Context: an optimization exercise on an open-source flow, tuned for small area, a short achievable clock period and few clock cycles. The choices shown serve that exercise and are no tape-out recipe.
Function was checked by simulation only, so behaviour that the tests miss may differ from the original.

==> run a: inputs <==
// rs_codec
module rs_codec (
    input  wire       clk,
    input  wire       rst,
    output wire       ready,
    input  wire       start,
    input  wire       mode,
    input  wire [4:0] k,
    input  wire [7:0] len,
    input  wire       in_valid,
    input  wire [7:0] in_data,
    output wire       in_ready,
    output reg        out_valid,
    output wire [7:0] out_pos,
    output wire [7:0] out_val,
    output reg        done,
    output reg        ok,
    output reg  [3:0] nerr
);
    function [3:0] m4;
        input [3:0] a;
        input [3:0] b;
        integer i;
        reg [3:0] p, aa;
        begin
            p  = 4'h0;
            aa = a;
            for (i = 0; i < 4; i = i + 1) begin
                if (b[i]) p = p ^ aa;
                aa = {aa[2:0], 1'b0} ^ (aa[3] ? 4'h3 : 4'h0);
            end
            m4 = p;
        end
    endfunction
    function [7:0] gf_mul;
        input [7:0] a;
        input [7:0] b;
        reg [3:0] hh, ll, mm;
        begin
            hh = m4(a[7:4], b[7:4]);
            ll = m4(a[3:0], b[3:0]);
            mm = m4(a[7:4] ^ a[3:0], b[7:4] ^ b[3:0]);
            gf_mul = {mm ^ ll, ll ^ m4(hh, 4'h9)};
        end
    endfunction
    function [7:0] gf_inv;
        input [7:0] a;
        reg [3:0] d, di;
        begin
            d = m4(m4(a[7:4], a[7:4]), 4'h9) ^ m4(a[7:4], a[3:0]) ^ m4(a[3:0], a[3:0]);
            case (d)
                4'h0: di = 4'h0;
                4'h1: di = 4'h1;
                4'h2: di = 4'h9;
                4'h3: di = 4'he;
                4'h4: di = 4'hd;
                4'h5: di = 4'hb;
                4'h6: di = 4'h7;
                4'h7: di = 4'h6;
                4'h8: di = 4'hf;
                4'h9: di = 4'h2;
                4'ha: di = 4'hc;
                4'hb: di = 4'h5;
                4'hc: di = 4'ha;
                4'hd: di = 4'h4;
                4'he: di = 4'h3;
                4'hf: di = 4'h8;
  ...
==> flow/config.mk <==
export PLATFORM = sky130hd
export DESIGN_NAME = rs_codec
export DESIGN_NICKNAME = rs_codec
export VERILOG_FILES = /design/flow/design.v
export SDC_FILE = /design/flow/constraint.sdc
export NUM_CORES = 4
export LEC_CHECK = 0
export CAP_MARGIN = 20
export CORE_MARGIN = 2
export CORE_UTILIZATION = 60
export SETUP_SLACK_MARGIN = 5
export SLEW_MARGIN = 20
==> flow/constraint.sdc <==
create_clock -name core_clock -period 10.0 [get_ports {clk}]
set_input_delay 2.0000 -clock core_clock [delete_from_list [all_inputs] [get_ports {clk}]]
set_output_delay 2.0000 -clock core_clock [all_outputs]
set_load 0.01 [all_outputs]
run.sh (not shown) runs the stock make flow with config.mk's settings and CLKGATE_MAP_FILE= SYNTH_SCRIPT=/design/flow/synth_recipe.tcl, a recipe that flattens the netlist after the stock synthesis.
==> run b: changes against run a <==
--- a/flow/design.v
+++ b/flow/design.v
@@ -171,19 +171,20 @@
     reg       oc2;         
     reg [4:0] L;
     reg       lc_r;        
     reg       dlnz;        
     reg       pend;        
     reg [7:0] dl;          
     reg [7:0] iv;          
     reg       fp_v;        
-    reg [7:0] fp_uz;
+    reg [7:0] fp_pos, fp_uz;
     reg       syn_r, enc_r, rot_r, inj_r, wr_r, fsel_r;
     reg       s0_r;        
+    reg [7:0] fp_slot;     
     reg [7:0] R   [0:15];
     reg [7:0] lam [1:8];   
     reg [7:0] bt  [0:7];   
     wire [3:0] t = k_r[4:1];
     assign ready    = st_idle;
     assign in_ready = inr_r;
     assign out_pos  = mode_r ? R[7] : cnt;
     assign out_val  = phi_inv(R[15]);
@@ -202,18 +203,22 @@
     reg  [7:0] csum;          
     reg  [7:0] codd;          
     reg  [7:0] uval;          
     reg  [7:0] inv_in, inv_out;
     reg  [7:0] codd_sel;      
     reg  [7:0] fe;            
     integer i;
     always @* begin
-        codd = lam[1] ^ lam[3] ^ lam[5] ^ lam[7];
-        csum = codd ^ lam[2] ^ lam[4] ^ lam[6] ^ lam[8] ^ 8'h01;
+        csum = 8'h01;
+        codd = 8'h00;
+        for (i = 1; i < 9; i = i + 1) begin
+            csum = csum ^ lam[i];
+            if (i % 2 == 1) codd = codd ^ lam[i];
+        end
         uval = 8'h00;
         for (i = 0; i < 8; i = i + 1)
             uval = uval ^ bt[i];
         bus = ({8{st_bma}} & iv) | ({8{st_bmb | st_chn}} & dl) | ({8{st_fb}} & fb);
         for (i = 1; i < 9; i = i + 1)
             ym[i] = mode_r ? R[7+i] : fb;
         for (i = 0; i < 8; i = i + 1) begin
             xn[i] = bt[i];
@@ -236,19 +241,18 @@
             np[i] = gf_mul(xn[i], yn[i]);
         fe = np[2];
         dot = R[7];
         for (i = 1; i < 9; i = i + 1)
             dot = dot ^ mp[i];
     end
     wire root = (csum == 8'h00);
     wire step = st_chn;
-    wire [2:0] slot_ix = L[2:0] - oc[2:0];
+    wire [2:0] slot_ix = L[2:0] - 3'd1 - oc[2:0];
     wire [7:0] slot_oh = 8'h01 << slot_ix;
-    wire [7:0] wr_pos  = st_fw ? cnt : cnt + 8'd1;
     wire len0     = (len_r == 8'd0);
     wire in2out   = st_in & ((init_r & len0) | (last_r & !mode_r));
     wire in2bma   = st_in & last_r & mode_r;        
     wire uph_fin  = st_uph & ((L > {1'b0, t}) | (L == 5'd0));
     wire uph2chn  = st_uph & !uph_fin & (cnt[3:0] == L[3:0] - 4'd1);
     wire chn2fw   = st_chn & root & (oc + 5'd1 == L);
     wire chn_fail = st_chn & !chn2fw & pos0;
     wire show1    = in2out | st_fw;
@@ -350,18 +354,20 @@
                 end else begin
                     cnt <= cnt + 8'd1;
                 end
             end
             if (st_chn) begin
                 dl <= np[1];
                 if (root) begin
                     fp_v    <= 1'b1;
+                    fp_pos  <= cnt;
                     fp_uz   <= np[0];
                     iv      <= inv_out;
+                    fp_slot <= slot_oh;
                     oc      <= oc + 5'd1;
                 end
                 if (chn2fw) begin
                 end else if (pos0) begin
                     done    <= 1'b1;
                     ok      <= 1'b0;
                     nerr    <= 4'd0;
                 end else begin
@@ -391,40 +397,16 @@
             st_bmb  <= n_bmb;
             st_uph  <= n_uph;
             st_chn  <= n_chn;
             st_fw   <= n_fw;
             st_out  <= n_out;
         end
     end
     wire r_syn  = syn_r;
-    wire       b_cp  = st_bmb & dlnz & lc_r;      
-    wire       b_sh  = st_bmb & !(dlnz & lc_r);   
-    wire       b_sc  = st_bma & pend;             
-    reg  [7:0] lam_nx [1:8];
-    reg  [7:0] bt_nx  [0:7];
-    reg  [7:0] bt_en;
-    always @* begin
-        for (i = 1; i < 9; i = i + 1)
-            lam_nx[i] = ({8{init_r & !mode_r}} & gen[8*(i+7) +: 8])
-                      | ({8{st_bmb}} & (lam[i] ^ np[i-1]))
-                      | ({8{step}} & gf_mul(lam[i], ALPHA_NEG[8*i +: 8]));
-        for (i = 0; i < 8; i = i + 1) begin
-            bt_nx[i] = ({8{init_r & !mode_r}} & gen[8*i +: 8])
-                     | ({8{b_sc}} & np[i])
-                     | ({8{st_uph & (cnt[2:0] == i[2:0])}} & dot)
-                     | ({8{step}} & gf_mul(bt[i], ALPHA_NEG[8*i +: 8]));
-            if (i == 0)
-                bt_nx[i] = bt_nx[i] | {7'd0, (init_r & mode_r) | b_cp};
-            else
-                bt_nx[i] = bt_nx[i] | ({8{b_cp}} & lam[i]) | ({8{b_sh}} & bt[i-1]);
-            bt_en[i] = init_r | b_sc | st_bmb | step
-                     | (st_uph & ((cnt[2:0] == i[2:0]) | (cnt[2:0] == 3'd0)));
-        end
-    end
     wire r_sh   = enc_r | rot_r;        
     reg  [7:0] ra [0:15];
     reg  [7:0] rb [0:15];
     always @* begin
         for (i = 0; i < 16; i = i + 1) begin
             ra[i] = ({8{syn_r}} & gf_mul(R[i], ALPHA_POS[8*((i < 8) ? (7-i) : (23-i)) +: 8]))
                   | ({8{r_sh}} & ((i == 0) ? ({8{rot_r}} & R[15]) : R[(i+15)%16]));
             rb[i] = ({8{syn_r}} & d_r) | ({8{enc_r}} & ((i < 8) ? np[i] : mp[i-7]));
@@ -436,21 +418,52 @@
     wire inject = inj_r;
     wire r_wr   = wr_r;
     always @(posedge clk) begin
         if (init_r | r_syn | r_enc | r_rot) begin
             for (i = 0; i < 16; i = i + 1)
                 R[i] <= ra[i] ^ rb[i];
         end else if (r_wr) begin
             for (i = 0; i < 8; i = i + 1)
-                if (slot_oh[i]) begin
-                    R[7-i]  <= wr_pos;
+                if (fp_slot[i]) begin
+                    R[7-i]  <= fp_pos;
                     R[15-i] <= fe;
                 end
         end
-        if (init_r | st_bmb | step)
+        if (init_r) begin
             for (i = 1; i < 9; i = i + 1)
-                lam[i] <= lam_nx[i];
-        for (i = 0; i < 8; i = i + 1)
-            if (bt_en[i])
-                bt[i] <= bt_nx[i];
+                lam[i] <= mode_r ? 8'h00 : gen[8*(i+7) +: 8];
+        end else if (st_bmb) begin
+            for (i = 1; i < 9; i = i + 1)
+                lam[i] <= lam[i] ^ np[i-1];
+        end else if (step) begin
+            for (i = 1; i < 9; i = i + 1)
+                lam[i] <= gf_mul(lam[i], ALPHA_NEG[8*i +: 8]);
+        end
+        if (init_r) begin
+            for (i = 0; i < 8; i = i + 1)
+                bt[i] <= mode_r ? ((i == 0) ? 8'h01 : 8'h00) : gen[8*i +: 8];
+        end else if (st_bma) begin
+            if (pend)
+                for (i = 0; i < 8; i = i + 1)
+                    bt[i] <= np[i];
+        end else if (st_bmb) begin
+            if (dlnz && lc_r) begin
+                bt[0] <= 8'h01;
+                for (i = 1; i < 8; i = i + 1)
+                    bt[i] <= lam[i];
+            end else begin
+                bt[0] <= 8'h00;
+                for (i = 1; i < 8; i = i + 1)
+                    bt[i] <= bt[i-1];
+            end
+        end else if (st_uph) begin
+            for (i = 0; i < 8; i = i + 1)
+                if (cnt[2:0] == i[2:0])
+                    bt[i] <= dot;
+                else if (cnt[2:0] == 3'd0)
+                    bt[i] <= 8'h00;
+        end else if (step) begin
+            for (i = 0; i < 8; i = i + 1)
+                bt[i] <= gf_mul(bt[i], ALPHA_NEG[8*i +: 8]);
+        end
     end
 endmodule
==> summary of the runs <==
In run b the fmax is smaller than in run a, by about 0.23%.
Against run b, the via count of run a is smaller by 5.6%.
In run b the worst setup slack is worse than in run a, by 0.012 ns.
Against run a, the clock-buffer cell count of run b is higher by 2.
Clock skew: run b is higher than run a (0.0072 ns).
Between run a and run b, the lower synthesized cell count is in run a (gap about 3.5%, measured against run b).
Against run a, the hold slack of run b is better by 0.012 ns.
==> figures <==
quantity	run b	run a
Outcome	finished clean	finished clean
Critical-path top delay cell	sky130_fd_sc_hd__xnor2_1	sky130_fd_sc_hd__edfxtp_1
Post-CTS setup buffer count	38	25
Horiz. Die Dim	280 microns	275 microns
Area of the core	75700 sq um	72700 sq um
Number of antenna violations at the first check in global routing	15	20
Buf/Inv on CP	1	2
Basic-gate share of the synthesized area counting and, or, nand and nor cells	0.143	0.139
Worst hold endpoint	nerr[1]	st_in
NonClk Buf Share	0.0423	0.0424
Global-route total usage across every layer	0.501	0.481
Area fraction in compound gates after synthesis	0.178	0.178
Seq area share	0.220	0.217
Number of antenna cells inserted	17	16
Post-layout worst setup margin	4.91 ns	4.92 ns
Biggest cell delay along the critical path	0.89 ns	0.76 ns
Initial core utilization	0.604	0.604
Number of non-filler instances in the completed layout	6556	6348
Fill cell instance count of the final layout	6517	6279
Testbench counts of run a, summed over its fixed seeds: cycles 69,930.
Testbench counts of run b, summed over its fixed seeds: cycles 69,930.

[port drivers added, routing unchanged]
Ports are ideal in the flow. The routed layouts listed here were re-timed in OpenROAD. Step 1 assumes that a clkbuf_16 drives the clock port and a buf_2 every other input. Step 2 moves the port delays by t, midway between the first and last clock arrival at a register: inputs arrive t later, outputs are due t later. That takes back most of the time a late clock gives input paths. a / b / c = ideal / step 1 / step 2; a / b = the first two.
| run | t (ns) | setup slack, ns | worst register clock-pin slew, ns | pins driven straight from the clock port |
|---|---|---|---|---|
| run a | 0.688 | 4.923 / 4.923 / 4.923 | 0.07 / 0.07 | 1 |
| run b | 0.711 | 4.911 / 4.911 / 4.911 | 0.07 / 0.07 | 1 |
After both steps setup and hold are still met in every run listed.
